This is an optimization exercise on Yosys and OpenROAD, whose aim is small area, a short achievable clock period and few clock cycles, not a production implementation. Function was checked by simulation only, so behaviour that the tests miss may differ from the original. Power is estimated from default activity; no workload was simulated.

## flow/config.mk

```make
export PLATFORM = sky130hd
export DESIGN_NAME = ev3_link
export DESIGN_NICKNAME = ev3_link
export VERILOG_FILES = /design/flow/design.v
export SDC_FILE = /design/flow/constraint.sdc
export NUM_CORES = 4
export LEC_CHECK = 0
export CAP_MARGIN = 20
export CORE_MARGIN = 2
export CORE_UTILIZATION = 40
export PLACE_DENSITY = 0.6
export SLEW_MARGIN = 20
```

## flow/constraint.sdc

```tcl
create_clock -name core_clock -period 10.0 [get_ports {clk}]
set_input_delay 2.0000 -clock core_clock [delete_from_list [all_inputs] [get_ports {clk}]]
set_output_delay 2.0000 -clock core_clock [all_outputs]
set_load 0.01 [all_outputs]
```

## flow/design.v

```verilog
module ev3_cbuf #(
    parameter LOG2CAP = 4
) (
    input  wire               clk,
    input  wire               rst,
    input  wire               push,
    input  wire [7:0]         push_data,
    input  wire               pop,
    output wire [7:0]         head,
    output wire [LOG2CAP:0]   size,
    output wire               empty,
    output wire               full
);
    localparam CAP = 1 << LOG2CAP;
    reg [7:0]         mem [0:CAP-1];
    reg [LOG2CAP-1:0] wp;
    reg [LOG2CAP-1:0] rp;
    reg [LOG2CAP:0]   cnt;
    assign size  = cnt;
    assign empty = (cnt == 0);
    assign full  = cnt[LOG2CAP];
    assign head  = mem[rp];
    always @(posedge clk) begin
        if (rst) begin
            wp  <= 0;
            rp  <= 0;
            cnt <= 0;
        end else begin
            if (push) begin
                wp  <= wp + 1'b1;
                cnt <= cnt + 1'b1;
            end
            if (pop) begin
                rp  <= rp + 1'b1;
                cnt <= cnt - 1'b1;
            end
        end
    end
    always @(posedge clk) begin
        if (push)
            mem[wp] <= push_data;
    end
endmodule
module ev3_link (
    input  wire        clk,
    input  wire        rst,
    input  wire        cmd_valid,
    output wire        cmd_ready,
    input  wire [23:0] cmd_word,
    input  wire        rx_en,
    input  wire        ses_wfc,
    output reg         rsp_valid,
    output reg  [15:0] rsp_word
);
    localparam [7:0] ST_OK       = 8'h00;
    localparam [7:0] ST_EMPTY    = 8'h01;
    localparam [7:0] ST_FULL     = 8'h02;
    localparam [7:0] ST_TIMEOUT  = 8'h03;
    localparam [7:0] ST_REFUSED  = 8'h04;
    localparam [7:0] ST_DISABLED = 8'h05;
    localparam [7:0] ST_BADOPND  = 8'hFE;
    localparam [7:0] ST_BADOPC   = 8'hFF;
    localparam SAMPLE_SIZE = 64;
    localparam K_RXPUSH = 0;    
    localparam K_TXPUT  = 1;    
    localparam K_EQPOP  = 2;    
    localparam K_RXPOP  = 3;    
    localparam K_TXPOP  = 4;    
    localparam K_SIZE   = 5;    
    localparam K_EMPTY  = 6;    
    localparam K_FULL   = 7;    
    localparam K_DROPS  = 8;    
    localparam K_CKFOLD = 9;    
    localparam K_CKREAD = 10;   
    localparam K_CKCHK  = 11;   
    localparam K_EQTRY  = 12;   
    localparam K_EQPUSH = 13;   
    localparam K_SEND   = 14;   
    localparam K_SBR    = 15;   
    localparam K_FAULT  = 16;   
    localparam K_CKINIT = 17;   
    localparam K_CKSEED = 18;   
    localparam K_SBW    = 19;   
    localparam NK       = 20;
    wire [7:0] i_opc = cmd_word[23:16];
    wire [7:0] i_opa = cmd_word[15:8];
    wire [7:0] i_opb = cmd_word[7:0];
    function [3:0] log2len;
        input [7:0] v;
        case (v)
            8'd1:    log2len = 4'b1_000;
            8'd2:    log2len = 4'b1_001;
            8'd4:    log2len = 4'b1_010;
            8'd8:    log2len = 4'b1_011;
            8'd16:   log2len = 4'b1_100;
            8'd32:   log2len = 4'b1_101;
            default: log2len = 4'b0_000;
        endcase
    endfunction
    wire [3:0] i_lca    = log2len(i_opa);
    wire [3:0] i_lcb    = log2len(i_opb);
    wire [8:0] i_span   = {1'b0, i_opa} + {1'b0, i_opb} + 9'd2;
    wire       i_sdlegal = i_lcb[3] && (i_span <= SAMPLE_SIZE);
    wire       i_sa_ok  = (i_opa < SAMPLE_SIZE);
    reg [NK-1:0] i_k;
    reg          i_pure;        
    reg [15:0]   i_prsp;        
    reg          i_fopc, i_fopnd;
    reg          i_conf;        
    always @(*) begin
        i_k    = {NK{1'b0}};
        i_pure = 1'b1;
        i_prsp = 16'h0000;
        i_fopc = 1'b0;
        i_fopnd = 1'b0;
        i_conf = 1'b0;
        casez (i_opc)
            8'h11: begin
                if (!rx_en) i_prsp = {ST_DISABLED, 8'h00};
                else begin i_pure = 1'b0; i_k[K_RXPUSH] = 1'b1; end
            end
            8'h12: begin i_pure = 1'b0; i_k[K_TXPUT] = 1'b1; i_conf = 1'b1; end
            8'h14: begin i_pure = 1'b0; i_k[K_EQPOP] = 1'b1; end
            8'h15: begin i_pure = 1'b0; i_k[K_RXPOP] = 1'b1; end
            8'h16: begin i_pure = 1'b0; i_k[K_TXPOP] = 1'b1; end
            8'h18, 8'h19, 8'h1A: begin i_pure = 1'b0; i_k[K_SIZE]  = 1'b1; end
            8'h1C, 8'h1D, 8'h1E: begin i_pure = 1'b0; i_k[K_EMPTY] = 1'b1; end
            8'h20, 8'h21, 8'h22: begin i_pure = 1'b0; i_k[K_FULL]  = 1'b1; end
            8'h24, 8'h25, 8'h26: begin i_pure = 1'b0; i_k[K_DROPS] = 1'b1; end
            8'h30: begin i_k[K_CKINIT] = 1'b1; i_prsp = {ST_OK, 8'hFF}; end
            8'h31: begin i_k[K_CKSEED] = 1'b1; i_prsp = {ST_OK, i_opa}; end
            8'h32: begin i_pure = 1'b0; i_k[K_CKFOLD] = 1'b1; end
            8'h33: begin i_pure = 1'b0; i_k[K_CKREAD] = 1'b1; end
            8'h34: begin i_pure = 1'b0; i_k[K_CKCHK]  = 1'b1; end
            8'h40, 8'h41, 8'h42, 8'h43: begin
                if (!i_lca[3]) begin
                    i_fopnd = 1'b1;
                    i_prsp  = {ST_BADOPND, 8'h00};
                end else
                    i_prsp = {ST_OK, i_opc[1:0], i_lca[2:0], i_opb[2:0]};
            end
            8'h44: i_prsp = {ST_OK, i_opa & 8'hC0};
            8'h45: i_prsp = {ST_OK, i_opa & 8'h07};
            8'h46: i_prsp = {ST_OK, 8'd1 << i_opa[5:3]};
            8'b0101_0???: i_prsp = {ST_OK, i_opc[2:0], i_opa[4:0]};
            8'h58: i_prsp = {ST_OK, 5'd0, i_opa[7:5]};
            8'h59: i_prsp = {ST_OK, 3'd0, i_opa[4:0]};
            8'h60: begin i_pure = 1'b0; i_k[K_EQTRY]  = 1'b1; end
            8'h61: begin i_pure = 1'b0; i_k[K_EQPUSH] = 1'b1; end
            8'b0111_0???: begin
                i_conf = 1'b1;
                if (!i_sdlegal) begin
                    i_fopnd = 1'b1;
                    i_prsp  = {ST_BADOPND, 8'h00};
                end else if (!ses_wfc)
                    i_prsp = {ST_REFUSED, 8'h00};
                else begin
                    i_pure = 1'b0;
                    i_k[K_SEND] = 1'b1;
                end
            end
            8'h78: begin
                i_conf = 1'b1;
                if (!i_sa_ok) begin
                    i_fopnd = 1'b1;
                    i_prsp  = {ST_BADOPND, 8'h00};
                end else
                    i_k[K_SBW] = 1'b1;
            end
            8'h79: begin
                i_conf = 1'b1;
                if (!i_sa_ok) begin
                    i_fopnd = 1'b1;
                    i_prsp  = {ST_BADOPND, 8'h00};
                end else begin
                    i_pure = 1'b0;
                    i_k[K_SBR] = 1'b1;
                end
            end
            8'h7D: begin i_pure = 1'b0; i_k[K_FAULT] = 1'b1; end
            default: begin
                i_fopc = 1'b1;
                i_prsp = {ST_BADOPC, 8'h00};
            end
        endcase
    end
    reg          rdy;           
    reg          q_v;
    reg [23:0]   q_w;
    reg [NK-1:0] q_k;
    reg          q_pure;
    reg [15:0]   q_prsp;
    reg          q_fopc, q_fopnd;
    reg          q_conf;
    assign cmd_ready = rdy;
    wire       exec = q_v && rdy;
    wire [7:0] opc  = q_w[23:16];
    wire [7:0] opa  = q_w[15:8];
    wire [7:0] opb  = q_w[7:0];
    reg [7:0] sample [0:SAMPLE_SIZE-1];
    reg [7:0] tx_mem [0:63];
    reg [5:0] tx_rp;
    reg [5:0] tx_wp;            
    reg [6:0] tx_cnt;           
    reg [7:0] ck_acc;
    reg [7:0] drop_eq;
    reg [7:0] drop_rx;
    reg [1:0] fault;            
    reg       bg_pay;           
    reg       bg_first;         
    reg       bg_ck;            
    reg [5:0] bg_left;          
    reg [7:0] bg_acc;           
    reg [5:0] bg_wa;            
    reg [5:0] smp_ra;           
    wire      bg_active = bg_pay || bg_ck;
    wire      bg_last   = (bg_left == 6'd1);
    wire       tx_empty = (tx_cnt == 7'd0);
    wire       tx_full  = tx_cnt[6];
    wire [7:0] tx_head  = tx_mem[tx_rp];
    wire [7:0] smp_rdata = sample[smp_ra];
    wire       eq_push, eq_pop, rx_push, rx_pop;
    wire [7:0] eq_head, rx_head;
    wire [4:0] eq_size, rx_size;
    wire       eq_empty, rx_empty, eq_full, rx_full;
    ev3_cbuf #(.LOG2CAP(4)) u_eq (
        .clk(clk), .rst(rst), .push(eq_push), .push_data(opa), .pop(eq_pop),
        .head(eq_head), .size(eq_size), .empty(eq_empty), .full(eq_full)
    );
    ev3_cbuf #(.LOG2CAP(4)) u_rx (
        .clk(clk), .rst(rst), .push(rx_push), .push_data(opa), .pop(rx_pop),
        .head(rx_head), .size(rx_size), .empty(rx_empty), .full(rx_full)
    );
    reg [7:0] sel_size;
    reg       sel_empty, sel_full;
    reg [7:0] sel_drop;
    always @(*) begin
        case (opc[1:0])
            2'd0:    begin sel_size = {3'd0, eq_size}; sel_empty = eq_empty; sel_full = eq_full; sel_drop = drop_eq; end
            2'd1:    begin sel_size = {3'd0, rx_size}; sel_empty = rx_empty; sel_full = rx_full; sel_drop = drop_rx; end
            default: begin sel_size = {1'b0, tx_cnt};  sel_empty = tx_empty; sel_full = tx_full; sel_drop = 8'd0;    end
        endcase
    end
    wire [3:0] lcb      = log2len(opb);
    wire [7:0] sd_frame = {2'b11, lcb[2:0], opc[2:0]};
    wire [8:0] sd_need  = {2'b0, tx_cnt} + {1'b0, opb};
    wire       sd_fits  = (sd_need <= 9'd62);
    wire x_rxpush = exec && q_k[K_RXPUSH];
    wire x_txput  = exec && q_k[K_TXPUT];
    wire x_eqpop  = exec && q_k[K_EQPOP];
    wire x_rxpop  = exec && q_k[K_RXPOP];
    wire x_txpop  = exec && q_k[K_TXPOP];
    wire x_eqtry  = exec && q_k[K_EQTRY];
    wire x_eqpush = exec && q_k[K_EQPUSH];
    wire x_send   = exec && q_k[K_SEND];
    wire x_sbw    = exec && q_k[K_SBW];
    assign rx_push = x_rxpush && !rx_full;
    assign rx_pop  = x_rxpop && !rx_empty;
    assign eq_push = (x_eqtry || x_eqpush) && !eq_full;
    assign eq_pop  = x_eqpop && !eq_empty;
    wire   tx_put  = x_txput && !tx_full;
    wire   tx_pop  = x_txpop && !tx_empty;
    wire   sd_start = x_send && sd_fits;
    wire   ck_we   = exec && (q_k[K_CKINIT] || q_k[K_CKSEED] || q_k[K_CKFOLD]);
    wire [7:0] ck_next = q_k[K_CKINIT] ? 8'hFF :
                         q_k[K_CKSEED] ? opa : (ck_acc ^ opa);
    wire [15:0] st_rsp =
          ({16{q_k[K_RXPUSH]}} & {(rx_full ? ST_FULL : ST_OK), 8'h00})
        | ({16{q_k[K_TXPUT]}}  & {(tx_full ? ST_FULL : ST_OK), 8'h00})
        | ({16{q_k[K_EQPOP]}}  & (eq_empty ? {ST_EMPTY, 8'h00} : {ST_OK, eq_head}))
        | ({16{q_k[K_RXPOP]}}  & (rx_empty ? {ST_EMPTY, 8'h00} : {ST_OK, rx_head}))
        | ({16{q_k[K_TXPOP]}}  & (tx_empty ? {ST_EMPTY, 8'h00} : {ST_OK, tx_head}))
        | ({16{q_k[K_SIZE]}}   & {ST_OK, sel_size})
        | ({16{q_k[K_EMPTY]}}  & {ST_OK, 7'd0, sel_empty})
        | ({16{q_k[K_FULL]}}   & {ST_OK, 7'd0, sel_full})
        | ({16{q_k[K_DROPS]}}  & {ST_OK, sel_drop})
        | ({16{q_k[K_CKFOLD]}} & {ST_OK, ck_acc ^ opa})
        | ({16{q_k[K_CKREAD]}} & {ST_OK, ck_acc})
        | ({16{q_k[K_CKCHK]}}  & {ST_OK, 7'd0, (ck_acc == opa)})
        | ({16{q_k[K_EQTRY]}}  & {(eq_full ? ST_FULL : ST_OK), 8'h00})
        | ({16{q_k[K_EQPUSH]}} & {(eq_full ? ST_TIMEOUT : ST_OK), 8'h00})
        | ({16{q_k[K_SEND]}}   & {(sd_fits ? ST_OK : ST_FULL), 8'h00})
        | ({16{q_k[K_SBR]}}    & {ST_OK, smp_rdata})
        | ({16{q_k[K_FAULT]}}  & {ST_OK, 6'd0, fault});
    wire [15:0] rsp_next = q_pure ? q_prsp : st_rsp;
    wire       smp_we    = bg_first || bg_ck || x_sbw;
    wire [5:0] smp_waddr = (bg_first || bg_ck) ? bg_wa : opa[5:0];
    wire [7:0] smp_wdata = bg_first ? ~bg_acc : bg_ck ? bg_acc : opb;
    wire       tx_we     = bg_active || ((x_txput || x_send) && !tx_full);
    wire       tx_adv    = bg_active || tx_put || sd_start;
    wire [7:0] tx_wdata  = bg_pay ? smp_rdata :
                           bg_ck  ? bg_acc :
                           q_k[K_SEND] ? sd_frame : opa;
    wire bg_pay_next  = sd_start || (bg_pay && !bg_last);
    wire q_v_next     = rdy ? cmd_valid : q_v;
    wire q_conf_next  = rdy ? i_conf : q_conf;
    wire [5:0] q_a_next = rdy ? i_opa[5:0] : opa[5:0];
    always @(posedge clk) begin
        if (rdy) begin
            q_w    <= cmd_word;
            q_k    <= i_k;
            q_pure <= i_pure;
            q_prsp <= i_prsp;
            q_fopc <= i_fopc;
            q_fopnd <= i_fopnd;
        end
        rsp_word <= rsp_next;
        if (sd_start)
            smp_ra <= opa[5:0] + 6'd1;
        else if (bg_pay)
            smp_ra <= smp_ra + 6'd1;
        else
            smp_ra <= q_a_next;
    end
    always @(posedge clk) begin
        if (rst) begin
            rdy       <= 1'b1;
            q_v       <= 1'b0;
            q_conf    <= 1'b0;
            bg_pay    <= 1'b0;
            bg_first  <= 1'b0;
            bg_ck     <= 1'b0;
            tx_rp     <= 6'd0;
            tx_wp     <= 6'd0;
            tx_cnt    <= 7'd0;
            ck_acc    <= 8'hFF;
            drop_eq   <= 8'd0;
            drop_rx   <= 8'd0;
            fault     <= 2'b00;
            rsp_valid <= 1'b0;
        end else begin
            q_v       <= q_v_next;
            q_conf    <= q_conf_next;
            bg_pay    <= bg_pay_next;
            bg_first  <= sd_start;
            bg_ck     <= bg_pay && bg_last;
            rdy       <= !(q_v_next && q_conf_next && (sd_start || bg_pay));
            rsp_valid <= exec;
            if (ck_we)
                ck_acc <= ck_next;
            if (x_eqtry && eq_full && drop_eq != 8'hFF)
                drop_eq <= drop_eq + 8'd1;
            if (x_rxpush && rx_full && drop_rx != 8'hFF)
                drop_rx <= drop_rx + 8'd1;
            if (exec && q_fopc)
                fault[0] <= 1'b1;
            if (exec && q_fopnd)
                fault[1] <= 1'b1;
            if (tx_adv)
                tx_wp <= tx_wp + 6'd1;
            if (tx_pop)
                tx_rp <= tx_rp + 6'd1;
            if (tx_pop)
                tx_cnt <= tx_cnt - 7'd1;
            else if (tx_put)
                tx_cnt <= tx_cnt + 7'd1;
            else if (sd_start)
                tx_cnt <= tx_cnt + opb[6:0] + 7'd2;
        end
    end
    always @(posedge clk) begin
        if (sd_start) begin
            bg_left <= opb[5:0];
            bg_acc  <= 8'hFF ^ sd_frame;
            bg_wa   <= opa[5:0];
        end else if (bg_pay) begin
            bg_left <= bg_left - 6'd1;
            bg_acc  <= bg_acc ^ smp_rdata;
            if (bg_last)
                bg_wa <= smp_ra + 6'd1;
        end
    end
    always @(posedge clk) begin
        if (smp_we)
            sample[smp_waddr] <= smp_wdata;
    end
    always @(posedge clk) begin
        if (tx_we)
            tx_mem[tx_wp] <= tx_wdata;
    end
endmodule
```

## flow/run.sh

```bash
#!/bin/bash
# synth_recipe.tcl (not shown) runs the flow's synth.tcl, then flattens the netlist and writes it again
# the make line also repeats each setting of config.mk as NAME=value (left out here)
make -C /OpenROAD-flow-scripts/flow DESIGN_CONFIG=/design/flow/config.mk WORK_HOME=/design/flow/orfs CLKGATE_MAP_FILE= SYNTH_SCRIPT=/design/flow/synth_recipe.tcl finish
```

==> results of run 1 <==
==> per-layer routing <==
metal,wire length (um),GRT usage,part of all wire,vias up
met2,68690,0.2948,0.46,1133
li1,-,-,-,14252
met5,38,0,0.00026,-
met4,3410,0.05239,0.023,6
met1,66410,0.2816,0.45,16906
met3,9975,0.03666,0.067,213
==> worst min path at each step <==
stage                                from                      end  depth (start not counted)
finish              fault[0]$_SDFFE_PP0P_    fault[0]$_SDFFE_PP0P_                          2
global route        fault[0]$_SDFFE_PP0P_    fault[0]$_SDFFE_PP0P_                          2
CTS                 fault[0]$_SDFFE_PP0P_    fault[0]$_SDFFE_PP0P_                          2
detailed placement  fault[0]$_SDFFE_PP0P_    fault[0]$_SDFFE_PP0P_                          2
global placement    fault[1]$_SDFFE_PP0P_    fault[1]$_SDFFE_PP0P_                          2
floorplan            q_prsp[10]$_DFFE_PP_  rsp_word[10]$_SDFF_PN0_                          1
==> tightest hold or removal path, delay by kind of cell, from the launching register on <==
family	cells	cell delay, ns
DFF	1	0.33
and+or+nand+nor	1	0.07
AOI/OAI and AO/OA	1	0.04
==> sequential cells by signal (all words and copies together) (netlist names), 5 cells and up, named ones only <==
| signal | flops |
|---|---|
| u_eq.mem | 128 |
| tx_cnt | 7 |
| ck_acc | 8 |
| drop_rx | 8 |
| tx_mem | 512 |
| bg_acc | 8 |
| bg_left | 6 |
| tx_rp | 6 |
| q_k | 20 |
| smp_ra | 6 |
| rsp_word | 12 |
| drop_eq | 8 |
| u_rx.mem | 128 |
| sample | 512 |
| tx_wp | 6 |
| u_eq.cnt | 5 |
| q_w | 19 |
| bg_wa | 6 |
| q_prsp | 11 |
| u_rx.cnt | 5 |
==> cells in the final DEF, fill, tap and decap left out, types with 11 or more instances in the layout <==
cell	instances
clkdlybuf4s50_1	45
buf_4	61
ha_1	55
and3_1	13
a211oi_1	72
o31ai_1	18
clkinv_2	28
clkinv_1	35
nor2_1	299
nand3_1	38
a21o_1	14
dfxtp_1	102
clkbuf_1	37
o21ai_4	15
mux2_2	13
xnor2_1	44
xor2_1	42
nand2_1	143
a22o_1	24
nor3_1	37
nand4_1	17
edfxtp_1	1353
a21oi_1	121
a221oi_1	12
mux2i_1	134
clkbuf_16	150
nor2b_1	42
a22oi_1	61
nand2b_1	24
mux4_2	279
o221ai_1	19
nor4_1	17
nand3b_1	17
or4_1	11
o22ai_1	30
o21ai_0	59
inv_1	47
==> where the power goes <==
group / leakage, nW / switching [mW] / internal (mW)
registers: 13.2 / 0.0367 / 6.69
logic: 5.66 / 0.282 / 0.144
clock network: 2.34 / 2.41 / 3.02
total: 21.2 / 2.73 / 9.85
==> stage by stage <==
step	power, mW	util	setup slack, ns
6_report	12.59	0.4529	5.385
3_5_place_dp	7.283	0.4208	4.673
2_1_floorplan	7.105	-	5.176
5_1_grt	12.95	0.4529	5.224
3_3_place_gp	7.276	0.4208	4.639
4_1_cts	12.68	0.4529	5.358
==> area by class of cell <==
class,count,area [um^2]
clock buffer,190,3934
clock inverter,87,879.6
timing repair buffer,109,953.4
fill,12942,82040
tap,2016,2522
multi-input combinational,1818,16570
inverter,51,191.4
sequential,1463,42850
==> cells by family after synthesis <==
kind of cell / share of synthesized area
DFF: 0.7087
AOI/OAI and AO/OA: 0.06099
buffers and inverters: 0.02089
and+or+nand+nor: 0.05387
adders and majority gates: 0.01437
muxes: 0.1287
xor gates and xnor gates: 0.01246
==> flow_metrics.env, run 1 <==
export IMPL_syn_nets=3636
export IMPL_grt_ovfl_total=0
export IMPL_synth_top_area_share=0.6722
export IMPL_vias=32510
export IMPL_max_slew_margin=0.2132
export IMPL_synth_cell_types=83
export IMPL_cp_startpoint="smp_ra[0]$_DFF_P_"
export IMPL_powerDensity_mw_per_mm2=185.4
export IMPL_crit_cells=9
export IMPL_drt_pass1_iter_count=8
export IMPL_grt_pass1_vias=32210
export IMPL_synth_warnings=2
export IMPL_antenna_cells=0
export IMPL_finalCritPeriodShare=0.4615
export IMPL_placedCellCount=5457
export IMPL_hpwlAfterDp_mm=93.23
export IMPL_peakVddDrop_uv=183.7
export IMPL_io_buffers=46
export IMPL_ant_nets=0
export IMPL_post_synth_top_count_cell="edfxtp_1"
export IMPL_cts_hold_fix_buffers=0
export IMPL_worstMarginPinSlew_ns=1.150
export IMPL_critPathBufInv=2
export IMPL_worst_hold_slack_ns=0.4805
export IMPL_ios=47
export IMPL_rr_startpoint="smp_ra[0]$_DFF_P_"
export IMPL_fin_crit_ns=4.615
export IMPL_cts_num_sinks=1463
export IMPL_fp_dieW_um=392.7
export IMPL_cts_setup_buffers=0
export IMPL_grt_pass1_wl_mm=219.0
export IMPL_r2r_cells=9
export IMPL_fmax_ghz=0.2167
export IMPL_crit_type="reg2reg"
export IMPL_min_path_type="reg2reg"
export IMPL_rsz0062_at_grt="no"
export IMPL_cp_end_kind="register"
export IMPL_placed_cell_area_mm2=0.06310
export IMPL_path_clk_slew_ns=0.07
export IMPL_critPathTopFamily="compound AO/OA/AOI/OAI gates"
export IMPL_synth_main_ff_cell="edfxtp_1"
export IMPL_crit_end="tx_mem[28][2]$_DFFE_PP_"
export IMPL_slowest_stage="dfxtp_4"
export IMPL_avgSynthCellArea_um2=17.06
export IMPL_synth_area_leaders="edfxtp_1 (67%), mux4_2 (10%), dfxtp_1 (3.6%)"
export IMPL_synthArstFlopShare=0
export IMPL_max_stage_delay_ns=0.86
export IMPL_r2r_setup_slack_ns=5.38
export IMPL_instances_no_fill=5734
export IMPL_crit_chain="buf_4 -> mux4_2 -> a22o_1 -> a211oi_1 -> a211oi_1 -> a21o_1 -> nand2_1 -> o21ai_4 -> buf_4"
export IMPL_synth_top_area_cell="edfxtp_1"
export IMPL_r2r_end="tx_mem[28][2]$_DFFE_PP_"
export IMPL_cts_resized=0
export IMPL_finalInstanceArea_mm2=0.06791
export IMPL_final_nets=3686
export IMPL_drt_iter0_markers=3450
export IMPL_area_growth_pct=12.36
export IMPL_synth_seq_area_share=0.7087
export IMPL_drv_cap=0
export IMPL_die_y_um=392.7
export IMPL_cts_root_buf="clkbuf_16"
export IMPL_synth_commonest_cells="edfxtp_1 (1353), nor2_1 (301), mux4_2 (279)"
export IMPL_timing_hold_violations_final=0
export IMPL_setup_tns_ns=0
export IMPL_post_drt_via_cell_ratio=5.670
export IMPL_coreArea_mm2=0.1500
export IMPL_initial_core_util=0.4030
export IMPL_clk_latency_ns=0.80
export IMPL_syn_area_mm2=0.06044
export IMPL_dieArea_mm2=0.1542
export IMPL_routed_wl_mm=148.5
export IMPL_netlist_instances=3543
export IMPL_synth_edf_count=1353
export IMPL_drc_errors=0
export IMPL_worstSetupStartpointType="register"
export IMPL_power_leakage_nw=21.17
export IMPL_layout_drive_gt1_share=0.1668
export IMPL_finClkSkew_ns=0.06614
export IMPL_critPathRequiredTime_ns=10.39
export IMPL_rows=142
export IMPL_setup_viol=0
export IMPL_cp_data_arrival_time_ns=5.00
export IMPL_globalRouteTotalUtil=0.1925
export IMPL_cts_tree="built"
export IMPL_slew_viol_final=0
export IMPL_status="complete, no violations"
export IMPL_gp_congestion=0.8683
export IMPL_grt_antenna_before_repair=6
export IMPL_cts_buffers_inserted=150
export IMPL_grt_max_degree=94
export IMPL_crit_fanout=64
export IMPL_h_tree_depth=4
export IMPL_clock_path_buffers=3
export IMPL_ys_ff_latch=1463
export IMPL_wire_per_inst_um=25.90
Testbench counts, summed over its fixed seeds: cycles 19,362.
==> inputs of run 2 (changes only) <==
--- a/flow/design.v
+++ b/flow/design.v
@@ -37,7 +37,7 @@
         end
     end
     always @(posedge clk) begin
-        if (push)
+        if (!full)
             mem[wp] <= push_data;
     end
 endmodule
@@ -99,8 +99,20 @@
     endfunction
     wire [3:0] i_lca    = log2len(i_opa);
     wire [3:0] i_lcb    = log2len(i_opb);
-    wire [8:0] i_span   = {1'b0, i_opa} + {1'b0, i_opb} + 9'd2;
-    wire       i_sdlegal = i_lcb[3] && (i_span <= SAMPLE_SIZE);
+    reg        i_sdrange;
+    always @(*) begin
+        case (i_lcb[2:0])
+            3'd0:    i_sdrange = (i_opa <= 8'd61);
+            3'd1:    i_sdrange = (i_opa <= 8'd60);
+            3'd2:    i_sdrange = (i_opa <= 8'd58);
+            3'd3:    i_sdrange = (i_opa <= 8'd54);
+            3'd4:    i_sdrange = (i_opa <= 8'd46);
+            default: i_sdrange = (i_opa <= 8'd30);
+        endcase
+    end
+    wire       i_sdlegal = i_lcb[3] && i_sdrange;
+    wire       i_send   = (i_opc[7:3] == 5'b01110);
+    wire [5:0] i_ra     = i_send ? i_opa[5:0] + 6'd1 : i_opa[5:0];
     wire       i_sa_ok  = (i_opa < SAMPLE_SIZE);
     reg [NK-1:0] i_k;
     reg          i_pure;        
@@ -192,6 +204,8 @@
     reg [15:0]   q_prsp;
     reg          q_fopc, q_fopnd;
     reg          q_conf;
+    reg [2:0]    q_lcb;         
+    reg [5:0]    q_ra;          
     assign cmd_ready = rdy;
     wire       exec = q_v && rdy;
     wire [7:0] opc  = q_w[23:16];
@@ -213,6 +227,7 @@
     reg [7:0] bg_acc;           
     reg [5:0] bg_wa;            
     reg [5:0] smp_ra;           
+    reg [7:0] smp_rq;           
     wire      bg_active = bg_pay || bg_ck;
     wire      bg_last   = (bg_left == 6'd1);
     wire       tx_empty = (tx_cnt == 7'd0);
@@ -241,10 +256,18 @@
             default: begin sel_size = {1'b0, tx_cnt};  sel_empty = tx_empty; sel_full = tx_full; sel_drop = 8'd0;    end
         endcase
     end
-    wire [3:0] lcb      = log2len(opb);
-    wire [7:0] sd_frame = {2'b11, lcb[2:0], opc[2:0]};
-    wire [8:0] sd_need  = {2'b0, tx_cnt} + {1'b0, opb};
-    wire       sd_fits  = (sd_need <= 9'd62);
+    wire [7:0] sd_frame = {2'b11, q_lcb, opc[2:0]};
+    reg        sd_fits;
+    always @(*) begin
+        case (q_lcb)
+            3'd0:    sd_fits = (tx_cnt <= 7'd61);
+            3'd1:    sd_fits = (tx_cnt <= 7'd60);
+            3'd2:    sd_fits = (tx_cnt <= 7'd58);
+            3'd3:    sd_fits = (tx_cnt <= 7'd54);
+            3'd4:    sd_fits = (tx_cnt <= 7'd46);
+            default: sd_fits = (tx_cnt <= 7'd30);
+        endcase
+    end
     wire x_rxpush = exec && q_k[K_RXPUSH];
     wire x_txput  = exec && q_k[K_TXPUT];
     wire x_eqpop  = exec && q_k[K_EQPOP];
@@ -286,15 +309,15 @@
     wire       smp_we    = bg_first || bg_ck || x_sbw;
     wire [5:0] smp_waddr = (bg_first || bg_ck) ? bg_wa : opa[5:0];
     wire [7:0] smp_wdata = bg_first ? ~bg_acc : bg_ck ? bg_acc : opb;
-    wire       tx_we     = bg_active || ((x_txput || x_send) && !tx_full);
+    wire       tx_we     = bg_active || !tx_full;
     wire       tx_adv    = bg_active || tx_put || sd_start;
-    wire [7:0] tx_wdata  = bg_pay ? smp_rdata :
+    wire [7:0] tx_wdata  = bg_pay ? smp_rq :
                            bg_ck  ? bg_acc :
                            q_k[K_SEND] ? sd_frame : opa;
     wire bg_pay_next  = sd_start || (bg_pay && !bg_last);
     wire q_v_next     = rdy ? cmd_valid : q_v;
     wire q_conf_next  = rdy ? i_conf : q_conf;
-    wire [5:0] q_a_next = rdy ? i_opa[5:0] : opa[5:0];
+    wire [5:0] q_ra_next = rdy ? i_ra : q_ra;
     always @(posedge clk) begin
         if (rdy) begin
             q_w    <= cmd_word;
@@ -303,14 +326,15 @@
             q_prsp <= i_prsp;
             q_fopc <= i_fopc;
             q_fopnd <= i_fopnd;
+            q_lcb  <= i_lcb[2:0];
+            q_ra   <= i_ra;
         end
         rsp_word <= rsp_next;
-        if (sd_start)
-            smp_ra <= opa[5:0] + 6'd1;
-        else if (bg_pay)
+        smp_rq   <= smp_rdata;
+        if (sd_start || bg_pay)
             smp_ra <= smp_ra + 6'd1;
         else
-            smp_ra <= q_a_next;
+            smp_ra <= q_ra_next;
     end
     always @(posedge clk) begin
         if (rst) begin
@@ -365,9 +389,9 @@
             bg_wa   <= opa[5:0];
         end else if (bg_pay) begin
             bg_left <= bg_left - 6'd1;
-            bg_acc  <= bg_acc ^ smp_rdata;
+            bg_acc  <= bg_acc ^ smp_rq;
             if (bg_last)
-                bg_wa <= smp_ra + 6'd1;
+                bg_wa <= smp_ra;
         end
     end
     always @(posedge clk) begin
--- a/flow/config.mk
+++ b/flow/config.mk
@@ -7,6 +7,8 @@
 export LEC_CHECK = 0
 export CAP_MARGIN = 20
 export CORE_MARGIN = 2
-export CORE_UTILIZATION = 40
-export PLACE_DENSITY = 0.6
+export CORE_UTILIZATION = 60
+export CTS_CLUSTER_DIAMETER = 100
+export CTS_CLUSTER_SIZE = 30
+export PLACE_DENSITY = 0.7
 export SLEW_MARGIN = 20
==> flow_metrics.env, run 2 <==
export IMPL_crit_type="reg2out"
export IMPL_top_regs="sample x512, tx_mem x512"
export IMPL_ys_ff_latch=1480
export IMPL_synth_top_area_cell="edfxtp_1"
export IMPL_synth_warnings=2
export IMPL_synth_commonest_cells="edfxtp_1 (1356), nor2_1 (302), mux4_2 (260)"
export IMPL_slowest_stage="clkdlybuf4s50_1"
export IMPL_area_growth_pct=5.445
export IMPL_netlist_instances=3614
export IMPL_layout_commonest_cell="edfxtp_1"
export IMPL_placedCellCount=4868
export IMPL_rsz0062_at_grt="no"
export IMPL_ios=47
export IMPL_critPathBufInv=2
export IMPL_final_nets=3644
export IMPL_synthArstFlopShare=0
export IMPL_finClkSkew_ns=0.04271
export IMPL_cp_end_kind="primary output"
export IMPL_setup_tns_ns=0
export IMPL_synth_area_leaders="edfxtp_1 (67%), mux4_2 (9.6%), dfxtp_1 (4.1%)"
export IMPL_clock_path_buffers=3
export IMPL_cts_hold_fix_buffers=0
export IMPL_syn_area_mm2=0.06101
export IMPL_cts_buffers_inserted=56
export IMPL_synth_top_area_share=0.6675
export IMPL_grt_pass1_vias=32335
export IMPL_power_leakage_nw=19.84
export IMPL_antenna_cells=0
export IMPL_cts_resized=0
export IMPL_avgSynthCellArea_um2=16.88
export IMPL_drt_pass1_iter_count=6
export IMPL_max_slew_margin=0.3189
export IMPL_gp_congestion=0.9003
export IMPL_globalRouteTotalUtil=0.2803
export IMPL_fmax_ghz=0.2219
export IMPL_worstMarginPinSlew_ns=1.020
export IMPL_ant_nets=0
export IMPL_cp_data_arrival_time_ns=2.51
export IMPL_setup_viol=0
export IMPL_min_path_type="reg2reg"
export IMPL_status="complete, no violations"
export IMPL_grt_pass1_wl_mm=214.4
export IMPL_synth_edf_count=1356
export IMPL_layout_drive_gt1_share=0.1251
export IMPL_drv_cap=0
export IMPL_drc_errors=0
export IMPL_final_cell_mix="edfxtp_1 (1356), nor2_1 (302), mux4_2 (260)"
export IMPL_grt_ovfl_total=0
export IMPL_crit_fanout=57
export IMPL_grt_antenna_before_repair=3
export IMPL_wire_per_inst_um=29.20
export IMPL_instances_no_fill=4962
export IMPL_syn_nets=3689
export IMPL_fp_dieW_um=322.9
export IMPL_post_drt_via_cell_ratio=6.659
export IMPL_h_tree_depth=2
export IMPL_clk_latency_ns=0.73
export IMPL_critPathTopFamily="buffers and inverters"
export IMPL_io_buffers=46
export IMPL_fin_crit_ns=4.506
export IMPL_critPathRequiredTime_ns=8.00
export IMPL_cts_num_sinks=1480
export IMPL_finalCritPeriodShare=0.4506
export IMPL_synth_main_ff_cell="edfxtp_1"
export IMPL_cts_tree="built"
export IMPL_path_clk_slew_ns=0.10
export IMPL_coreArea_mm2=0.1004
export IMPL_peakVddDrop_uv=138.0
export IMPL_cts_setup_buffers=0
export IMPL_routed_wl_mm=144.9
export IMPL_crit_chain="buf_4 -> clkdlybuf4s50_1"
export IMPL_synth_seq_area_share=0.7082
export IMPL_slew_viol_final=0
export IMPL_cts_root_buf="clkbuf_16"
export IMPL_initial_core_util=0.6074
export IMPL_max_stage_delay_ns=0.67
export IMPL_vias=33041
export IMPL_die_y_um=322.9
export IMPL_timing_hold_violations_final=0
export IMPL_grt_max_degree=105
export IMPL_dieArea_mm2=0.1042
export IMPL_hpwlAfterDp_mm=93.10
export IMPL_synth_cell_types=88
export IMPL_rows=116
export IMPL_drt_iter0_markers=4344
export IMPL_post_synth_top_count_cell="edfxtp_1"
export IMPL_powerDensity_mw_per_mm2=157.6
export IMPL_worstSetupStartpointType="register"
[run 2: report_power, final]
part	internal, mW	switching (mW)
registers	6.76	0.0421
clock network	1.09	1.79
logic	0.160	0.294
[run 2: metal layers]
metal / routed length [um] / track usage
met5: 28 / 0
met4: 5076 / 0.09147
met3: 12570 / 0.03932
met2: 68800 / 0.4413
met1: 58390 / 0.4112
[run 2: cell type report]
type / instances / area (um^2)
inverter: 48 / 182.7
multi-input combinational: 1877 / 16680
fill: 7005 / 36110
clock buffer: 86 / 1535
clock inverter: 8 / 77.57
tap: 1357 / 1698
sequential: 1480 / 43230
timing repair buffer: 106 / 930.9
[run 2: tightest hold or removal path, stage by stage, from the launching register on]
cell and delay [ns]:
dfxtp_1 0.31, nor2_1 0.07, a21oi_1 0.06
[run 2: cell families after synthesis]
logic type      count (synthesis)  share of synthesized area
flops                        1480                     0.7082
simple gates                  789                    0.06114
compound gates                512                    0.05603
mux                           452                     0.1320
buf+inv                       257                    0.02170
xor+xnor                       78                    0.01120
fa+ha+maj                      46                   0.009804
[run 2: path summary, 6_finish.rpt]
path         cells past startpoint             endpoint       startpoint  slack (ns)
max                              2            cmd_ready   rdy$_SDFF_PP1_        5.49
min                              2      q_ra[3]$_DFF_P_  q_ra[3]$_DFF_P_        0.48
max reg2reg                      8  rsp_word[6]$_DFF_P_         register        6.02
min reg2reg                      2      q_ra[3]$_DFF_P_  q_ra[3]$_DFF_P_        0.48
[run 2: through the flow]
| step | total power, mW | worst slack [ns] | util | cell area [um^2] | hold WS (ns) |
|---|---|---|---|---|---|
| 5_1_grt | 10.41 | 5.353 | 0.6405 | 64330 | 0.5061 |
| 6_report | 10.14 | 5.494 | 0.6405 | 64330 | 0.4804 |
| 4_1_cts | 10.18 | 5.398 | 0.6404 | 64320 | 0.4837 |
| 3_3_place_gp | 7.382 | 5.315 | 0.6243 | 62700 | 0.4599 |
| 3_5_place_dp | 7.398 | 5.284 | 0.6243 | 62710 | 0.4674 |
| 2_1_floorplan | 7.210 | 5.525 | - | 61010 | 0.4261 |
Testbench counts of run 2, summed over its fixed seeds: cycles 19,362.
==> inputs of run 3 (changes only) <==
==> flow/flow/run.sh (new file) <==
#!/bin/bash
# The standard layout (standard synthesis, floorplan, placement, CTS,
# routing) with the timing repair steps aimed at a shorter period than the
# 10 ns clock: the same constraints, the repair just works until the setup
# slack reaches SETUP_SLACK_MARGIN. make's full output goes to flow_make.log;
# ORFS keeps each step's own log under orfs/logs/.
set -euo pipefail
bash standard.sh SETUP_SLACK_MARGIN=6.6 finish > flow_make.log 2>&1
==> flow/standard.sh (new file) <==
#!/bin/bash
# synth_recipe.tcl (not shown) runs the flow's synth.tcl, then flattens the netlist and writes it again
# the make line also repeats each setting of config.mk as NAME=value (left out here)
make -C /OpenROAD-flow-scripts/flow DESIGN_CONFIG=/design/flow/config.mk WORK_HOME=/design/flow/orfs CLKGATE_MAP_FILE= SYNTH_SCRIPT=/design/flow/synth_recipe.tcl "${@:-finish}"
removed: flow/run.sh
==> flow_metrics.env, run 3 <==
export IMPL_drv_cap=0
export IMPL_setup_tns_ns=0
export IMPL_p_seq_frac=0.669
export IMPL_drt_pass1_iter_count=6
export IMPL_gp_congestion=0.9215
export IMPL_swShare=0.2106
export IMPL_timing_hold_violations_final=0
export IMPL_cp_data_arrival_time_ns=3.85
export IMPL_synth_area_leaders="edfxtp_1 (67%), mux4_2 (9.6%), dfxtp_1 (4.1%)"
export IMPL_synth_cell_types=88
export IMPL_fp_dieW_um=322.9
export IMPL_grt_pass1_vias=32222
export IMPL_cts_hold_fix_buffers=0
export IMPL_synth_top_area_share=0.6675
export IMPL_post_synth_top_count_cell="edfxtp_1"
export IMPL_coreArea_mm2=0.1004
export IMPL_post_drt_via_cell_ratio=6.632
export IMPL_finClkSkew_ns=0.03711
export IMPL_worstSetupStartpointType="register"
export IMPL_globalRouteTotalUtil=0.2809
export IMPL_instances_no_fill=4993
export IMPL_max_slew_margin=0.2227
export IMPL_rsz0062_at_grt="yes"
export IMPL_area_growth_pct=6.387
export IMPL_synth_warnings=2
export IMPL_synth_top_area_cell="edfxtp_1"
export IMPL_cts_num_sinks=1480
export IMPL_top_regs="sample x512, tx_mem x512"
export IMPL_grt_max_degree=81
export IMPL_rows=116
export IMPL_powerDensity_mw_per_mm2=156.5
export IMPL_synth_seq_area_share=0.7082
export IMPL_peakVddDrop_uv=147.8
export IMPL_placedCellCount=4871
export IMPL_initial_core_util=0.6074
export IMPL_power_frac_comb=0.047
export IMPL_finalCritPeriodShare=0.3512
export IMPL_critPathRequiredTime_ns=10.34
export IMPL_clock_path_buffers=3
export IMPL_wire_per_inst_um=29.31
export IMPL_fmax_ghz=0.2848
export IMPL_path_clk_slew_ns=0.11
export IMPL_final_nets=3663
export IMPL_drt_iter0_markers=4366
export IMPL_fill_cells=6952
export IMPL_ios=47
export IMPL_dieArea_mm2=0.1042
export IMPL_cp_end_kind="register"
export IMPL_layout_drive_gt1_share=0.1475
export IMPL_routed_wl_mm=146.3
export IMPL_synth_main_ff_cell="edfxtp_1"
export IMPL_synthArstFlopShare=0
export IMPL_vias=33116
export IMPL_p_sw_mw=2.139
export IMPL_hpwlAfterDp_mm=90.72
export IMPL_layout_commonest_cell="edfxtp_1"
export IMPL_utilization=0.6462
export IMPL_drc_errors=0
export IMPL_grt_pass1_wl_mm=214.8
export IMPL_ant_nets=0
export IMPL_cts_buffers_inserted=56
export IMPL_internal_power_mw=8.018
export IMPL_synth_edf_count=1356
export IMPL_crit_type="reg2reg"
export IMPL_fin_crit_ns=3.512
export IMPL_slew_viol_final=0
export IMPL_status="complete, no violations"
export IMPL_grt_antenna_before_repair=1
export IMPL_final_cell_mix="edfxtp_1 (1356), nor2_1 (280), mux4_2 (260)"
export IMPL_io_buffers=46
export IMPL_netlist_instances=3614
export IMPL_crit_fanout=14
export IMPL_setup_viol=0
export IMPL_die_y_um=322.9
export IMPL_avgSynthCellArea_um2=16.88
export IMPL_power_leakage_nw=20.12
export IMPL_worstMarginPinSlew_ns=1.159
export IMPL_cts_root_buf="clkbuf_16"
export IMPL_grt_ovfl_total=0
export IMPL_min_path_type="reg2reg"
export IMPL_h_tree_depth=2
export IMPL_ys_ff_latch=1480
export IMPL_p_clk_frac=0.284
export IMPL_clk_latency_ns=0.72
export IMPL_synth_commonest_cells="edfxtp_1 (1356), nor2_1 (302), mux4_2 (260)"
export IMPL_syn_nets=3689
export IMPL_syn_area_mm2=0.06101
export IMPL_cts_tree="built"
[run 3: cell type report]
type / instances / area, um^2 / area share
inverters: 48 / 182.7 / 0.002815
flip-flops and latches: 1480 / 43240 / 0.6663
well taps: 1357 / 1698 / 0.02616
repair buffers: 125 / 1234 / 0.01901
multi-input cells: 1877 / 16900 / 0.2603
clock buffers: 98 / 1559 / 0.02402
diodes: 1 / 2.502 / 0.00003856
clock inverters: 7 / 87.58 / 0.001349
[run 3: cells by family after synthesis]
| logic type | count (synthesis) | share of synthesized area |
|---|---|---|
| AND/OR/NAND/NOR | 789 | 0.06114 |
| multiplexers | 452 | 0.1320 |
| XOR/XNOR | 78 | 0.01120 |
| adder cells (fa/ha/maj) | 46 | 0.009804 |
| AO/OA/AOI/OAI | 512 | 0.05603 |
| buffers and inverters | 257 | 0.02170 |
| flip-flops | 1480 | 0.7082 |
[run 3: stage by stage]
stage / power (mW) / area (um^2) / setup WS, ns / hold WS [ns]
2_1_floorplan: 7.207 / 61060 / 6.306 / 0.4261
3_3_place_gp: 7.381 / 62760 / 5.261 / 0.4656
3_5_place_dp: 7.394 / 62760 / 5.198 / 0.4630
4_1_cts: 10.19 / 64710 / 6.413 / 0.4757
5_1_grt: 10.42 / 64900 / 6.485 / 0.4815
6_report: 10.16 / 64900 / 6.488 / 0.4885
[run 3: worst paths after layout]
check / startpoint / cells past startpoint / endpoint / slack (ns)
setup / recovery: rdy$_SDFF_PP1_ / 6 / sample[36][7]$_DFFE_PP_ / 6.49
hold / removal: q_prsp[10]$_DFFE_PP_ / 1 / rsp_word[10]$_SDFF_PN0_ / 0.49
setup reg to reg: rdy$_SDFF_PP1_ / 6 / sample[36][7]$_DFFE_PP_ / 6.49
hold reg to reg: q_prsp[10]$_DFFE_PP_ / 1 / rsp_word[10]$_SDFF_PN0_ / 0.49
[run 3: power groups by stage]
stage	Sequential [mW]	Combinational (mW)	Clock [mW]
floorplan	6.93	0.276	0
global placement	6.93	0.447	0
detailed placement	6.94	0.458	0
CTS	6.79	0.463	2.93
global route	6.80	0.505	3.12
finish	6.79	0.474	2.89
[run 3: worst max-delay path, stage by stage, from the launching register on]
cell	delay, ns
dfxtp_4	0.39
buf_4	0.22
and2_1	0.66
nand4b_1	0.15
o21ai_0	0.23
nand2_1	0.63
nor2_1	0.87
[run 3: routing by layer]
| layer | track usage | part of all wire | wire length [um] |
|---|---|---|---|
| met1 | 0.4284 | 0.42 | 61270 |
| met4 | 0.06501 | 0.025 | 3655 |
| met3 | 0.04977 | 0.094 | 13700 |
| met5 | 0 | 0 | 0 |
| met2 | 0.4297 | 0.46 | 67690 |
[run 3: what timing repair did]
action,in CTS,in global routing
buffers inserted,6,5
setup endpoints to repair,330,192
gates cloned,3,2
resized for setup,104,48
pin swaps,5,7
==> inputs of run 4 (changes only) <==
--- a/flow/design.v
+++ b/flow/design.v
@@ -81,7 +81,8 @@
     localparam K_CKINIT = 17;   
     localparam K_CKSEED = 18;   
     localparam K_SBW    = 19;   
-    localparam NK       = 20;
+    localparam K_FRMAKE = 20;   
+    localparam NK       = 21;
     wire [7:0] i_opc = cmd_word[23:16];
     wire [7:0] i_opa = cmd_word[15:8];
     wire [7:0] i_opb = cmd_word[7:0];
@@ -97,20 +98,13 @@
             default: log2len = 4'b0_000;
         endcase
     endfunction
-    wire [3:0] i_lca    = log2len(i_opa);
     wire [3:0] i_lcb    = log2len(i_opb);
-    reg        i_sdrange;
-    always @(*) begin
-        case (i_lcb[2:0])
-            3'd0:    i_sdrange = (i_opa <= 8'd61);
-            3'd1:    i_sdrange = (i_opa <= 8'd60);
-            3'd2:    i_sdrange = (i_opa <= 8'd58);
-            3'd3:    i_sdrange = (i_opa <= 8'd54);
-            3'd4:    i_sdrange = (i_opa <= 8'd46);
-            default: i_sdrange = (i_opa <= 8'd30);
-        endcase
-    end
-    wire       i_sdlegal = i_lcb[3] && i_sdrange;
+    wire       i_sdlegal = ((i_opb == 8'd1)  && (i_opa <= 8'd61)) ||
+                           ((i_opb == 8'd2)  && (i_opa <= 8'd60)) ||
+                           ((i_opb == 8'd4)  && (i_opa <= 8'd58)) ||
+                           ((i_opb == 8'd8)  && (i_opa <= 8'd54)) ||
+                           ((i_opb == 8'd16) && (i_opa <= 8'd46)) ||
+                           ((i_opb == 8'd32) && (i_opa <= 8'd30));
     wire       i_send   = (i_opc[7:3] == 5'b01110);
     wire [5:0] i_ra     = i_send ? i_opa[5:0] + 6'd1 : i_opa[5:0];
     wire       i_sa_ok  = (i_opa < SAMPLE_SIZE);
@@ -144,13 +138,7 @@
             8'h32: begin i_pure = 1'b0; i_k[K_CKFOLD] = 1'b1; end
             8'h33: begin i_pure = 1'b0; i_k[K_CKREAD] = 1'b1; end
             8'h34: begin i_pure = 1'b0; i_k[K_CKCHK]  = 1'b1; end
-            8'h40, 8'h41, 8'h42, 8'h43: begin
-                if (!i_lca[3]) begin
-                    i_fopnd = 1'b1;
-                    i_prsp  = {ST_BADOPND, 8'h00};
-                end else
-                    i_prsp = {ST_OK, i_opc[1:0], i_lca[2:0], i_opb[2:0]};
-            end
+            8'h40, 8'h41, 8'h42, 8'h43: begin i_pure = 1'b0; i_k[K_FRMAKE] = 1'b1; end
             8'h44: i_prsp = {ST_OK, i_opa & 8'hC0};
             8'h45: i_prsp = {ST_OK, i_opa & 8'h07};
             8'h46: i_prsp = {ST_OK, 8'd1 << i_opa[5:3]};
@@ -159,18 +147,7 @@
             8'h59: i_prsp = {ST_OK, 3'd0, i_opa[4:0]};
             8'h60: begin i_pure = 1'b0; i_k[K_EQTRY]  = 1'b1; end
             8'h61: begin i_pure = 1'b0; i_k[K_EQPUSH] = 1'b1; end
-            8'b0111_0???: begin
-                i_conf = 1'b1;
-                if (!i_sdlegal) begin
-                    i_fopnd = 1'b1;
-                    i_prsp  = {ST_BADOPND, 8'h00};
-                end else if (!ses_wfc)
-                    i_prsp = {ST_REFUSED, 8'h00};
-                else begin
-                    i_pure = 1'b0;
-                    i_k[K_SEND] = 1'b1;
-                end
-            end
+            8'b0111_0???: begin i_pure = 1'b0; i_k[K_SEND] = 1'b1; i_conf = 1'b1; end
             8'h78: begin
                 i_conf = 1'b1;
                 if (!i_sa_ok) begin
@@ -197,6 +174,7 @@
         endcase
     end
     reg          rdy;           
+    reg          blk;           
     reg          q_v;
     reg [23:0]   q_w;
     reg [NK-1:0] q_k;
@@ -204,10 +182,12 @@
     reg [15:0]   q_prsp;
     reg          q_fopc, q_fopnd;
     reg          q_conf;
+    reg          q_sdlegal;     
+    reg          q_wfc;
     reg [2:0]    q_lcb;         
     reg [5:0]    q_ra;          
     assign cmd_ready = rdy;
-    wire       exec = q_v && rdy;
+    wire       exec = q_v && !blk;
     wire [7:0] opc  = q_w[23:16];
     wire [7:0] opa  = q_w[15:8];
     wire [7:0] opb  = q_w[7:0];
@@ -283,7 +263,9 @@
     assign eq_pop  = x_eqpop && !eq_empty;
     wire   tx_put  = x_txput && !tx_full;
     wire   tx_pop  = x_txpop && !tx_empty;
-    wire   sd_start = x_send && sd_fits;
+    wire   sd_ok    = q_sdlegal && q_wfc;
+    wire   sd_start = x_send && sd_ok && sd_fits;
+    wire [3:0] lca  = log2len(opa);
     wire   ck_we   = exec && (q_k[K_CKINIT] || q_k[K_CKSEED] || q_k[K_CKFOLD]);
     wire [7:0] ck_next = q_k[K_CKINIT] ? 8'hFF :
                          q_k[K_CKSEED] ? opa : (ck_acc ^ opa);
@@ -302,24 +284,38 @@
         | ({16{q_k[K_CKCHK]}}  & {ST_OK, 7'd0, (ck_acc == opa)})
         | ({16{q_k[K_EQTRY]}}  & {(eq_full ? ST_FULL : ST_OK), 8'h00})
         | ({16{q_k[K_EQPUSH]}} & {(eq_full ? ST_TIMEOUT : ST_OK), 8'h00})
-        | ({16{q_k[K_SEND]}}   & {(sd_fits ? ST_OK : ST_FULL), 8'h00})
+        | ({16{q_k[K_SEND]}}   & {(!q_sdlegal ? ST_BADOPND : !q_wfc ? ST_REFUSED :
+                                      sd_fits ? ST_OK : ST_FULL), 8'h00})
+        | ({16{q_k[K_FRMAKE]}} & (lca[3] ? {ST_OK, opc[1:0], lca[2:0], opb[2:0]}
+                                         : {ST_BADOPND, 8'h00}))
         | ({16{q_k[K_SBR]}}    & {ST_OK, smp_rdata})
         | ({16{q_k[K_FAULT]}}  & {ST_OK, 6'd0, fault});
     wire [15:0] rsp_next = q_pure ? q_prsp : st_rsp;
-    wire       smp_we    = bg_first || bg_ck || x_sbw;
-    wire [5:0] smp_waddr = (bg_first || bg_ck) ? bg_wa : opa[5:0];
+    reg  [7:0] smp_whi, smp_wlo;
     wire [7:0] smp_wdata = bg_first ? ~bg_acc : bg_ck ? bg_acc : opb;
-    wire       tx_we     = bg_active || !tx_full;
     wire       tx_adv    = bg_active || tx_put || sd_start;
+    wire [5:0] tx_wp_next  = rst ? 6'd0 : tx_wp + {5'd0, tx_adv};
+    wire [6:0] tx_cnt_next = rst      ? 7'd0 :
+                             tx_pop   ? tx_cnt - 7'd1 :
+                             tx_put   ? tx_cnt + 7'd1 :
+                             sd_start ? tx_cnt + opb[6:0] + 7'd2 : tx_cnt;
+    wire       tx_we_next  = sd_start || bg_pay || !tx_cnt_next[6];
+    reg  [7:0] tx_whi, tx_wlo;
     wire [7:0] tx_wdata  = bg_pay ? smp_rq :
                            bg_ck  ? bg_acc :
                            q_k[K_SEND] ? sd_frame : opa;
     wire bg_pay_next  = sd_start || (bg_pay && !bg_last);
-    wire q_v_next     = rdy ? cmd_valid : q_v;
-    wire q_conf_next  = rdy ? i_conf : q_conf;
-    wire [5:0] q_ra_next = rdy ? i_ra : q_ra;
+    wire q_v_next     = blk ? q_v : cmd_valid;
+    wire q_conf_next  = blk ? q_conf : i_conf;
+    wire [5:0] q_ra_next = blk ? q_ra : i_ra;
+    wire       q_sbw_next = blk ? q_k[K_SBW] : i_k[K_SBW];
+    wire [5:0] q_a_next   = blk ? opa[5:0] : i_opa[5:0];
+    wire       smp_we_next = sd_start || (bg_pay && bg_last) ||
+                             (q_v_next && q_sbw_next && !bg_pay);
+    wire [5:0] smp_wa_next = sd_start ? opa[5:0] :
+                             bg_pay   ? smp_ra : q_a_next;
     always @(posedge clk) begin
-        if (rdy) begin
+        if (!blk) begin
             q_w    <= cmd_word;
             q_k    <= i_k;
             q_pure <= i_pure;
@@ -327,10 +323,18 @@
             q_fopc <= i_fopc;
             q_fopnd <= i_fopnd;
             q_lcb  <= i_lcb[2:0];
+            q_sdlegal <= i_sdlegal;
+            q_wfc  <= ses_wfc;
             q_ra   <= i_ra;
         end
         rsp_word <= rsp_next;
+        tx_wp    <= tx_wp_next;
+        tx_cnt   <= tx_cnt_next;
+        tx_whi   <= tx_we_next ? (8'd1 << tx_wp_next[5:3]) : 8'd0;
+        tx_wlo   <= 8'd1 << tx_wp_next[2:0];
         smp_rq   <= smp_rdata;
+        smp_whi  <= smp_we_next ? (8'd1 << smp_wa_next[5:3]) : 8'd0;
+        smp_wlo  <= 8'd1 << smp_wa_next[2:0];
         if (sd_start || bg_pay)
             smp_ra <= smp_ra + 6'd1;
         else
@@ -339,14 +343,13 @@
     always @(posedge clk) begin
         if (rst) begin
             rdy       <= 1'b1;
+            blk       <= 1'b0;
             q_v       <= 1'b0;
             q_conf    <= 1'b0;
             bg_pay    <= 1'b0;
             bg_first  <= 1'b0;
             bg_ck     <= 1'b0;
             tx_rp     <= 6'd0;
-            tx_wp     <= 6'd0;
-            tx_cnt    <= 7'd0;
             ck_acc    <= 8'hFF;
             drop_eq   <= 8'd0;
             drop_rx   <= 8'd0;
@@ -359,6 +362,7 @@
             bg_first  <= sd_start;
             bg_ck     <= bg_pay && bg_last;
             rdy       <= !(q_v_next && q_conf_next && (sd_start || bg_pay));
+            blk       <= q_v_next && q_conf_next && (sd_start || bg_pay);
             rsp_valid <= exec;
             if (ck_we)
                 ck_acc <= ck_next;
@@ -368,18 +372,11 @@
                 drop_rx <= drop_rx + 8'd1;
             if (exec && q_fopc)
                 fault[0] <= 1'b1;
-            if (exec && q_fopnd)
+            if (exec && (q_fopnd || (q_k[K_SEND] && !q_sdlegal) ||
+                         (q_k[K_FRMAKE] && !lca[3])))
                 fault[1] <= 1'b1;
-            if (tx_adv)
-                tx_wp <= tx_wp + 6'd1;
             if (tx_pop)
                 tx_rp <= tx_rp + 6'd1;
-            if (tx_pop)
-                tx_cnt <= tx_cnt - 7'd1;
-            else if (tx_put)
-                tx_cnt <= tx_cnt + 7'd1;
-            else if (sd_start)
-                tx_cnt <= tx_cnt + opb[6:0] + 7'd2;
         end
     end
     always @(posedge clk) begin
@@ -394,12 +391,22 @@
                 bg_wa <= smp_ra;
         end
     end
-    always @(posedge clk) begin
-        if (smp_we)
-            sample[smp_waddr] <= smp_wdata;
-    end
-    always @(posedge clk) begin
-        if (tx_we)
-            tx_mem[tx_wp] <= tx_wdata;
-    end
+    genvar gs;
+    generate
+        for (gs = 0; gs < SAMPLE_SIZE; gs = gs + 1) begin : g_smp
+            always @(posedge clk) begin
+                if (smp_whi[gs / 8] && smp_wlo[gs % 8])
+                    sample[gs] <= smp_wdata;
+            end
+        end
+    endgenerate
+    genvar gt;
+    generate
+        for (gt = 0; gt < 64; gt = gt + 1) begin : g_tx
+            always @(posedge clk) begin
+                if (tx_whi[gt / 8] && tx_wlo[gt % 8])
+                    tx_mem[gt] <= tx_wdata;
+            end
+        end
+    endgenerate
 endmodule
==> flow/flow/run.sh (replaced) <==
#!/bin/bash
# The standard layout (standard synthesis, floorplan, placement, CTS,
# routing) with changes to how it is made, none to the constraints:
# - the timing repair steps aim at a shorter period than the 10 ns clock
#   (they work until the setup slack reaches SETUP_SLACK_MARGIN);
# - the port buffers are buf_4 cells instead of the delay cells that
#   buffer_ports picks by default;
# - repair may resize a cell to any cell of the same function, not only to
#   one with the same footprint.
# make's full output goes to flow_make.log; ORFS keeps each step's own log
# under orfs/logs/.
set -euo pipefail
bash standard.sh SETUP_SLACK_MARGIN=7.0 MATCH_CELL_FOOTPRINT=0 \
    "BUFFER_PORTS_ARGS=-buffer_cell sky130_fd_sc_hd__buf_4" \
    finish > flow_make.log 2>&1
--- a/flow/config.mk
+++ b/flow/config.mk
@@ -8,7 +8,7 @@
 export CAP_MARGIN = 20
 export CORE_MARGIN = 2
 export CORE_UTILIZATION = 60
-export CTS_CLUSTER_DIAMETER = 100
-export CTS_CLUSTER_SIZE = 30
+export CTS_CLUSTER_DIAMETER = 80
+export CTS_CLUSTER_SIZE = 24
 export PLACE_DENSITY = 0.7
 export SLEW_MARGIN = 20
==> flow_metrics.env, run 4 <==
export IMPL_synth_commonest_cells="edfxtp_1 (1353), nor2_1 (275), nand2_1 (212)"
export IMPL_synth_edf_count=1353
export IMPL_globalRouteTotalUtil=0.3978
export IMPL_fp_dieW_um=324.7
export IMPL_synth_top_family_by_area="simple AND/OR/NAND/NOR gates"
export IMPL_path_clk_slew_ns=0.10
export IMPL_routed_wl_mm=214.5
export IMPL_power_leakage_nw=22.72
export IMPL_crit_type="reg2reg"
export IMPL_syn_nets=4296
export IMPL_cts_root_buf="clkbuf_16"
export IMPL_cts_tree="built"
export IMPL_synth_seq_area_share=0.7074
export IMPL_utilization=0.6907
export IMPL_finClkSkew_ns=0.04759
export IMPL_final_nets=4494
export IMPL_min_path_type="reg2reg"
export IMPL_grt_pass1_wl_mm=298.3
export IMPL_cp_end_kind="register"
export IMPL_grt_antenna_before_repair=3
export IMPL_synth_xor_area_share=0.01121
export IMPL_worst_slack_ns=6.716
export IMPL_worstMarginPinSlew_ns=1.095
export IMPL_max_slew_margin=0.2671
export IMPL_cts_buffers_inserted=75
export IMPL_setup_viol=0
export IMPL_layout_commonest_cell="edfxtp_1"
export IMPL_placed_cell_area_mm2=0.06410
export IMPL_antenna_cells=0
export IMPL_initial_core_util=0.6056
export IMPL_finalInstanceArea_mm2=0.07038
export IMPL_worstSetupStartpointType="register"
export IMPL_critPathRequiredTime_ns=10.60
export IMPL_synth_top_area_cell="edfxtp_1"
export IMPL_io_buffers=46
export IMPL_synth_simple_area_share=0.1032
export IMPL_fmax_ghz=0.3045
export IMPL_ios=47
export IMPL_synth_cell_types=90
export IMPL_h_tree_depth=3
export IMPL_synthArstFlopShare=0
export IMPL_rows=117
export IMPL_crit_fanout=17
export IMPL_dieArea_mm2=0.1054
export IMPL_pre_cts_ws_ns=5.509
export IMPL_drc_errors=0
export IMPL_rsz0062_at_grt="yes"
export IMPL_powerDensity_mw_per_mm2=157.1
export IMPL_post_drt_via_cell_ratio=7.480
export IMPL_setup_tns_ns=0
export IMPL_fin_crit_ns=3.284
export IMPL_clk_latency_ns=0.73
export IMPL_die_y_um=324.7
export IMPL_r2r_setup_slack_ns=6.72
export IMPL_slew_viol_final=0
export IMPL_peakVddDrop_uv=156.8
export IMPL_timing_hold_violations_final=0
export IMPL_avgSynthCellArea_um2=14.64
export IMPL_cts_hold_fix_buffers=0
export IMPL_syn_area_mm2=0.06171
export IMPL_synth_area_leaders="edfxtp_1 (66%), dfxtp_1 (4.9%), mux4_2 (2.6%)"
export IMPL_instances_no_fill=5835
export IMPL_post_synth_top_count_cell="edfxtp_1"
export IMPL_crit_chain="clkbuf_16 -> and2_4 -> a22o_1 -> a22oi_2 -> o211ai_1 -> or4_4 -> a2111oi_4 -> o21ai_1 -> o32a_1"
export IMPL_placedCellCount=5500
export IMPL_synth_top_area_share=0.6584
export IMPL_final_cell_mix="edfxtp_1 (1353), buf_4 (242), nor2_1 (234)"
export IMPL_finalCritPeriodShare=0.3284
export IMPL_top_regs="sample x512, tx_mem x512"
export IMPL_status="complete, no violations"
export IMPL_synth_warnings=4
export IMPL_hpwlAfterDp_mm=134.2
export IMPL_netlist_instances=4216
export IMPL_worst_hold_slack_ns=0.4749
export IMPL_gp_congestion=1.078
export IMPL_ys_ff_latch=1504
export IMPL_grt_max_degree=65
export IMPL_slowest_stage="or4_4"
export IMPL_synthAdderAreaFrac=0.01071
export IMPL_drv_cap=0
export IMPL_drt_iter0_markers=9351
export IMPL_grt_pass1_vias=39954
export IMPL_synth_main_ff_cell="edfxtp_1"
export IMPL_layout_drive_gt1_share=0.1997
export IMPL_wire_per_inst_um=36.76
export IMPL_grt_ovfl_total=0
export IMPL_max_stage_delay_ns=0.58
export IMPL_cp_data_arrival_time_ns=3.88
export IMPL_fin_total_pwr_mw=11.06
export IMPL_vias=43648
export IMPL_cts_num_sinks=1504
export IMPL_ant_nets=0
export IMPL_clock_path_buffers=3
export IMPL_area_growth_pct=14.05
export IMPL_coreArea_mm2=0.1019
export IMPL_synth_mux_area_frac=0.04471
export IMPL_drt_pass1_iter_count=14
export IMPL_synth_compound_area_frac=0.1027
run 4: path summary, 6_finish.rpt:
check,start,end,cells past startpoint
min reg2reg,q_ra[2]$_DFF_P_,q_ra[2]$_DFF_P_,2
max,tx_rp[5]$_SDFFE_PP0P_,rsp_word[0]$_DFF_P_,9
max reg2reg,tx_rp[5]$_SDFFE_PP0P_,rsp_word[0]$_DFF_P_,9
min,q_ra[2]$_DFF_P_,q_ra[2]$_DFF_P_,2
run 4: logic make-up after synthesis:
family | Yosys count
compound gates | 877
xor+xnor | 79
fa+ha+maj | 51
buf+inv | 296
flops | 1504
mux | 184
simple gates | 1225
run 4: what timing repair did:
action	in CTS	in global routing
gates cloned	14	3
pin swaps	85	72
buffers inserted	147	41
endpoints found under the hold margin	0	0
endpoints found under the setup margin	175	68
gates resized for setup	384	102
run 4: metal layers:
metal | GRT usage | up-vias | share of wire
li1 | - | 17044 | -
met3 | 0.1400 | 1014 | 0.16
met5 | 0.007699 | - | 0.00041
met2 | 0.5502 | 4414 | 0.41
met1 | 0.5609 | 21172 | 0.36
met4 | 0.1977 | 4 | 0.071
run 4: layout make-up:
| cell class | instances | area [um^2] |
|---|---|---|
| Clock buffer | 117 | 2118 |
| Clock inverter | 13 | 176.4 |
| Fill cell | 6891 | 31510 |
| Inverter | 66 | 282.8 |
| Multi-Input combinational cell | 2418 | 18820 |
| Sequential cell | 1504 | 43750 |
| Tap cell | 1368 | 1712 |
| Timing Repair Buffer | 349 | 3512 |
run 4: power by group:
group          internal, mW  switching (mW)  total [mW]
sequential             6.87          0.0388        6.91
clock                  1.53            2.03        3.56
combinational         0.203           0.391       0.593
run 4: critical path: cells and delay by family, from the launching register on:
family	cells	cell delay (ns)
AOI/OAI and AO/OA	6	1.72
and+or+nand+nor	2	0.83
DFF	1	0.40
buffers and inverters	1	0.21
Testbench counts of run 4, summed over its fixed seeds: cycles 19,362.

## what the ideal ports hide
In the flow no input, the clock included, has a driving cell. The finished layouts below were timed again as built, in two steps. Step 1, drivers: a clkbuf_16 drives clk and a buf_2 each remaining input, both assumed. Step 2 also shifts input and output timing later by t, the mid clock arrival at the registers, as if the neighbouring blocks saw the same clock. Slacks: ideal ports / drivers / drivers and shift; pairs: ideal ports / drivers.
run | t, ns | slack for setup (ns) | worst hold slack (ns) | worst setup path after step 2
run 1 | 0.843 | 5.385 / 5.385 / 4.695 | 0.480 / 0.480 / 0.480 | input to register
run 2 | 0.781 | 5.494 / 5.421 / 5.210 | 0.480 / 0.480 / 0.480 | input to register
run 3 | 0.774 | 6.488 / 6.488 / 5.900 | 0.488 / 0.488 / 0.488 | input to register
run 4 | 0.782 | 6.716 / 6.688 / 6.197 | 0.475 / 0.475 / 0.475 | input to register
After both steps setup and hold are still met in every run listed. The setup slack of run 1, which loses most, moves by 0.000 ns with the drivers and by -0.690 ns with both steps.
